This is an optimization exercise on Yosys and OpenROAD, whose aim is small area, not a production implementation.
In this exercise RTL edits were held to simulation tests only and were not proved equivalent to the original.
No activity file was given, so power comes from the tool's default toggle rates.

==> pepper <==
// dxl2_tx
module dxl2_tx (
  input  wire        clk,
  input  wire        rst,         
  input  wire        s_valid,
  output wire        s_ready,
  input  wire [7:0]  s_data,
  input  wire        s_last,
  output wire        m_valid,
  input  wire        m_ready,
  output reg  [7:0]  m_data,
  output wire        m_last,
  output wire        rej_valid,
  output wire [1:0]  rej_code     
);
==> module dxl2_tx, before the edit <==
module dxl2_tx (
  input  wire        clk,
  input  wire        rst,         
  input  wire        s_valid,
  output wire        s_ready,
  input  wire [7:0]  s_data,
  input  wire        s_last,
  output wire        m_valid,
  input  wire        m_ready,
  output reg  [7:0]  m_data,
  output wire        m_last,
  output wire        rej_valid,
  output wire [1:0]  rej_code     
);
  localparam integer MAXP  = 64;
  localparam integer NSLOT = 2 + MAXP;      
  localparam [6:0] S0  = 7'b0000000;
  localparam [6:0] S1  = 7'b0000001;
  localparam [6:0] S65 = 7'b1100011;
  localparam [6:0] S66 = 7'b1000111;
  localparam [15:0] CRC_HDR = 16'h0E28;
  localparam [3:0] T_FF0  = 4'd0;
  localparam [3:0] T_FF1  = 4'd1;
  localparam [3:0] T_FD   = 4'd2;
  localparam [3:0] T_00   = 4'd3;
  localparam [3:0] T_ID   = 4'd4;
  localparam [3:0] T_LLO  = 4'd5;
  localparam [3:0] T_LHI  = 4'd6;
  localparam [3:0] T_BODY = 4'd7;
  localparam [3:0] T_STUF = 4'd8;
  localparam [3:0] T_CLO  = 4'd9;
  localparam [3:0] T_CHI  = 4'd10;
  localparam [3:0] T_IN   = 4'd12;
  localparam [3:0] T_REJ  = 4'd13;
  function [6:0] lfsr;
    input [6:0] q;
    lfsr = {q[5:0], ~(q[6] ^ q[5])};
  endfunction
  reg  [7:0]  ring [0:NSLOT-1];
  reg  [6:0]  p;           
  reg  [3:0]  st;
  reg  [6:0]  cnt;         
  reg  [6:0]  sl;          
  reg  [1:0]  win;         
  reg         id_bad;
  reg         ov;
  reg  [15:0] crc;
  wire [7:0] tap = ring[NSLOT-1];
  wire in_st  = (st == T_IN);
  wire rej_st = (st == T_REJ);
  wire out_st = ~st[3] | ~st[2];
  always @(posedge clk) begin
    if (rst || p == S65) p <= S0;
    else                 p <= lfsr(p);
  end
  wire full      = (cnt == S66);
  wire first     = (cnt == S0);
  wire slot_here = (p == cnt);
  reg [7:0] obyte;
  always @(*) begin
    case (st)
      T_FF0, T_FF1:  obyte = 8'hFF;
      T_FD, T_STUF:  obyte = 8'hFD;
      T_ID, T_BODY:  obyte = tap;
      T_LLO:         obyte = {1'b0, sl};
      T_CLO:         obyte = crc[7:0];
      T_CHI:         obyte = crc[15:8];
      default:       obyte = 8'h00;
    endcase
  end
  wire [7:0] wb = in_st ? s_data : tap;    
  wire hi6   = &wb[7:2];
  wire is_ff = hi6 & wb[1] & wb[0];
  wire is_fd = hi6 & ~wb[1] & wb[0];
  wire match = win[1] & ~win[0] & is_fd;
  wire [1:0] win_next = (is_ff & ~match) ? {win[0] | win[1], ~(win[0] | win[1])} : 2'd0;
  wire pre_stuff = in_st & ~ov & s_valid & slot_here & match & ~id_bad;
  assign s_ready = in_st & ~ov & (id_bad | full | (slot_here & ~match));
  wire s_hs = s_valid & s_ready;
  always @(posedge clk) begin
    ring[0] <= (in_st & s_valid & slot_here) ? s_data : tap;
  end
  genvar gi;
  generate
    for (gi = 1; gi < NSLOT; gi = gi + 1) begin : g_ring
      always @(posedge clk) ring[gi] <= ring[gi-1];
    end
  endgenerate
  assign rej_valid = rej_st;
  assign rej_code  = {~id_bad, id_bad | (cnt == S1)};
  wire at_slot  = (st == T_ID) | (st == T_BODY);
  wire body_end = (st == T_BODY) & (sl == 7'b1111101);    
  wire avail    = at_slot ? (slot_here & ~body_end) : 1'b1;
  wire ld       = out_st & (~ov | m_ready) & avail;
  wire [15:0] crc_next;
  dxl2_crc_table u_crc (.crc(crc), .data(obyte), .next(crc_next));
  assign m_valid = ov;
  assign m_last  = ~out_st;
  always @(posedge clk) begin
    if (ld)
      m_data <= obyte;
    if (ld && st != T_CLO && st != T_CHI)
      crc <= (st == T_00) ? CRC_HDR : crc_next;
  end
  always @(posedge clk) begin
    if (rst) begin
      st     <= T_IN;
      cnt    <= S0;
      ov     <= 1'b0;
      id_bad <= 1'b0;
    end else begin
      if (ld)
        ov <= 1'b1;
      else if (m_ready)
        ov <= 1'b0;
      if (in_st) begin
        if (pre_stuff) begin
          sl  <= sl + 7'd1;
          win <= 2'd3;
        end
        if (s_hs) begin
          if (!full) cnt <= lfsr(cnt);
          if (first) begin
            id_bad <= is_ff | is_fd;
            sl     <= 7'd2;
            win    <= 2'd0;
          end else begin
            sl  <= sl + 7'd1;
            win <= win_next;
          end
          if (s_last) begin
            if (first || id_bad || full) begin
              st <= T_REJ;
            end else begin
              st  <= T_FF0;
              cnt <= S0;
            end
          end
        end
      end else if (rej_st) begin
        st     <= T_IN;
        cnt    <= S0;
        id_bad <= 1'b0;
      end else begin
        if (body_end)
          st <= T_CLO;
        if (ld) begin
          case (st)
            T_ID: begin
              st  <= T_LLO;
              cnt <= lfsr(cnt);
            end
            T_LLO: begin
              st  <= T_LHI;
              sl  <= ~sl;
              win <= 2'd0;
            end
            T_BODY: begin
              st  <= match ? T_STUF : T_BODY;
              cnt <= lfsr(cnt);
              sl  <= sl + 7'd1;
              win <= win_next;
            end
            T_STUF: begin
              st <= T_BODY;
              sl <= sl + 7'd1;
            end
            T_CHI: begin
              st     <= T_IN;
              cnt    <= S0;
              id_bad <= 1'b0;
            end
            default: st <= st + 4'd1;
          endcase
        end
      end
    end
  end
endmodule
Settings: LEC_CHECK=0, CAP_MARGIN=20, CORE_MARGIN=2, CORE_UTILIZATION=40, SLEW_MARGIN=20; clock period 10.0 ns.
standard.sh (not shown) runs the stock make flow with config.mk's settings and CLKGATE_MAP_FILE= SYNTH_SCRIPT=/design/flow/synth_recipe.tcl, a recipe that flattens the netlist after the stock synthesis.
==> flow/flow/run.sh <==
#!/bin/bash
# The standard layout with three changes:
#  - synthesis maps logic with an area-oriented ABC script (synth_area.tcl is
#    synth_recipe.tcl with ABC's -script swapped); registers are untouched;
#  - CTS uses clkbuf_8 buffers on clusters of at most 22 sinks, no dummy loads;
#  - the port buffers are buf_1 cells.
set -euo pipefail
here=$(pwd)
export CTS_ARGS="-sink_clustering_enable -repair_clock_nets -dont_use_dummy_load -buf_list {sky130_fd_sc_hd__clkbuf_8} -sink_clustering_size 22 -sink_clustering_max_diameter 50"
export BUFFER_PORTS_ARGS="-buffer_cell sky130_fd_sc_hd__buf_1"
sed "s#SYNTH_SCRIPT=[^ ]*#SYNTH_SCRIPT=$here/flow/synth_area.tcl#" standard.sh > synth_area.sh
bash synth_area.sh synth > synth.log 2>&1
bash standard.sh > standard.log 2>&1
==> flow/flow/abc_area_min.script <==
&get -n
&st
&dch
&nf -a
&put
strash
dch
map -a
==> flow/flow/synth_area.tcl <==
proc synth {args} { yosys synth -nofsm -noshare {*}$args }
# area-oriented ABC mapping in place of the speed script
set ::area_abc_script [file join [file dirname [file normalize [info script]]] abc_area_min.script]
proc abc {args} {
  set i [lsearch -exact $args -script]
  if { $i >= 0 } { set args [lreplace $args $i [expr {$i + 1}] -script $::area_abc_script] }
  set j [lsearch -exact $args -D]
  if { $j >= 0 } { set args [lreplace $args $j [expr {$j + 1}]] }
  yosys abc {*}$args
}
source $::env(SCRIPTS_DIR)/synth.tcl
# left out here: clear keep_hierarchy, flatten, clean up, hide names made inside functions, write 1_2_yosys.v
==> inputs of violet, as changes to pepper <==
--- a/flow/design.v
+++ b/flow/design.v
@@ -25,7 +25,7 @@
   output wire [1:0]  rej_code     
 );
   localparam integer MAXP  = 64;
-  localparam integer NSLOT = 2 + MAXP;      
+  localparam integer NSLOT = 1 + MAXP;      
   localparam [6:0] S0  = 7'b0000000;
   localparam [6:0] S1  = 7'b0000001;
   localparam [6:0] S65 = 7'b1100011;
@@ -62,7 +62,7 @@
   wire rej_st = (st == T_REJ);
   wire out_st = ~st[3] | ~st[2];
   always @(posedge clk) begin
-    if (rst || p == S65) p <= S0;
+    if (rst || p == S65) p <= S1;
     else                 p <= lfsr(p);
   end
   wire full      = (cnt == S66);
@@ -73,10 +73,10 @@
     case (st)
       T_FF0, T_FF1:  obyte = 8'hFF;
       T_FD, T_STUF:  obyte = 8'hFD;
-      T_ID, T_BODY:  obyte = tap;
+      T_BODY:        obyte = tap;
       T_LLO:         obyte = {1'b0, sl};
       T_CLO:         obyte = crc[7:0];
-      T_CHI:         obyte = crc[15:8];
+      T_ID, T_CHI:   obyte = crc[15:8];
       default:       obyte = 8'h00;
     endcase
   end
@@ -87,7 +87,7 @@
   wire match = win[1] & ~win[0] & is_fd;
   wire [1:0] win_next = (is_ff & ~match) ? {win[0] | win[1], ~(win[0] | win[1])} : 2'd0;
   wire pre_stuff = in_st & ~ov & s_valid & slot_here & match & ~id_bad;
-  assign s_ready = in_st & ~ov & (id_bad | full | (slot_here & ~match));
+  assign s_ready = in_st & ~ov & (first | id_bad | full | (slot_here & ~match));
   wire s_hs = s_valid & s_ready;
   always @(posedge clk) begin
     ring[0] <= (in_st & s_valid & slot_here) ? s_data : tap;
@@ -100,19 +100,22 @@
   endgenerate
   assign rej_valid = rej_st;
   assign rej_code  = {~id_bad, id_bad | (cnt == S1)};
-  wire at_slot  = (st == T_ID) | (st == T_BODY);
-  wire body_end = (st == T_BODY) & (sl == 7'b1111101);    
-  wire avail    = at_slot ? (slot_here & ~body_end) : 1'b1;
+  wire at_body  = (st == T_BODY);
+  wire body_end = at_body & (sl == 7'b1111101);    
+  wire avail    = ~at_body | (slot_here & ~body_end);
   wire ld       = out_st & (~ov | m_ready) & avail;
   wire [15:0] crc_next;
-  dxl2_crc_table u_crc (.crc(crc), .data(obyte), .next(crc_next));
+  wire [7:0] crc_data = (st == T_ID) ? CRC_HDR[15:8] : obyte;
+  dxl2_crc_table u_crc (.crc(crc), .data(crc_data), .next(crc_next));
   assign m_valid = ov;
   assign m_last  = ~out_st;
   always @(posedge clk) begin
     if (ld)
       m_data <= obyte;
-    if (ld && st != T_CLO && st != T_CHI)
-      crc <= (st == T_00) ? CRC_HDR : crc_next;
+    if (ld && (st == T_ID || st == T_LLO || st == T_LHI || st == T_BODY || st == T_STUF))
+      crc <= crc_next;
+    else if (in_st && s_hs && first)
+      crc <= {s_data, CRC_HDR[7:0]};
   end
   always @(posedge clk) begin
     if (rst) begin
@@ -145,7 +148,7 @@
               st <= T_REJ;
             end else begin
               st  <= T_FF0;
-              cnt <= S0;
+              cnt <= S1;
             end
           end
         end
@@ -158,10 +161,7 @@
           st <= T_CLO;
         if (ld) begin
           case (st)
-            T_ID: begin
-              st  <= T_LLO;
-              cnt <= lfsr(cnt);
-            end
+            T_ID: st <= T_LLO;
             T_LLO: begin
               st  <= T_LHI;
               sl  <= ~sl;
- CORE_UTILIZATION: 40 -> 65
- PLACE_DENSITY: default -> 0.75
==> comparison table <==
|  | violet | pepper |
|---|---|---|
| Floorplan core area | 20300 µm² | 33500 µm² |
| Post-Place Cell Area | 14000 µm² | 14300 µm² |
| Total met3 wirelength after detailed routing | 698 µm | 857 µm |
| Number of flip-flops and latches in the synthesized netlist | 573 | 581 |
| Count of distinct cell types in the synthesized netlist | 29 | 26 |
| Sequential power | 0.00251 W | 0.00287 W |
| Non-Filler Cell Area, Final | 14500 µm² | 14900 µm² |
| Proportion of netlist area held by the largest area contributor | 79.9% | 80.6% |
| Number of cells on the critical path | 11 | 7 |
| Placed cells | 1200 | 1369 |
| Met1 track demand over resource | 24.8% | 14.5% |
| Setup slack after layout | 3.92 ns | 4.61 ns |
| Cell internal pwr | 0.00301 W | 0.00338 W |
| Clock skew | 0.0562 ns | 0.0655 ns |
| Multi-input gate area in the final layout | 1500 µm² | 1420 µm² |
| Net switching fraction of the power | 27.3% | 26.7% |
| Netlist area before placement | 13500 µm² | 13600 µm² |
| Part of the cycle the worst path needs | 60.8% | 53.9% |
| Number of cells in the finished layout apart from fillers | 1236 | 1409 |
| Result of the run | timing/DRC/antenna clean | timing/DRC/antenna clean |
| Layout buffer count excluding clock buffers | 28 | 29 |
| Count of vias placed by the detailed router | 5925 | 5945 |
| Clock network contribution to total cell area | 3.42% | 3.71% |
| Global-route wire length before repair | 29900 µm | 29700 µm |
| Proportion of cell area occupied by registers | 81.5% | 80.5% |

-- port drivers added, routing unchanged --
The flow's constraints put no driver on any port. The routed layouts listed below were extracted and timed again, unchanged, in two steps.
Step 1 sets driving cells, clkbuf_16 on the clock port and buf_2 on the other inputs (assumed; they add their load-dependent delay and slew).
Step 2 moves the port delays by t, midway between the first and last clock arrival at a register: inputs arrive t later, outputs are due t later. That takes back most of the time a late clock gives input paths.
Slacks: ideal / step 1 / step 2; pairs: ideal / step 1.
run | shift t [ns] | setup slack, ns | latest minus earliest clock arrival (ns) | worst register clock-pin slew, ns | worst slew at a driven data input, ns
pepper | 0.586 | 4.612 / 4.588 / 4.588 | 0.067 / 0.067 | 0.12 / 0.12 | 0.09
violet | 0.566 | 3.919 / 3.883 / 3.883 | 0.057 / 0.057 | 0.12 / 0.12 | 0.04
After both steps every run listed still meets setup and hold. For violet, which loses most, drivers alone change the setup slack by -0.036 ns; drivers and shift together by -0.036 ns.
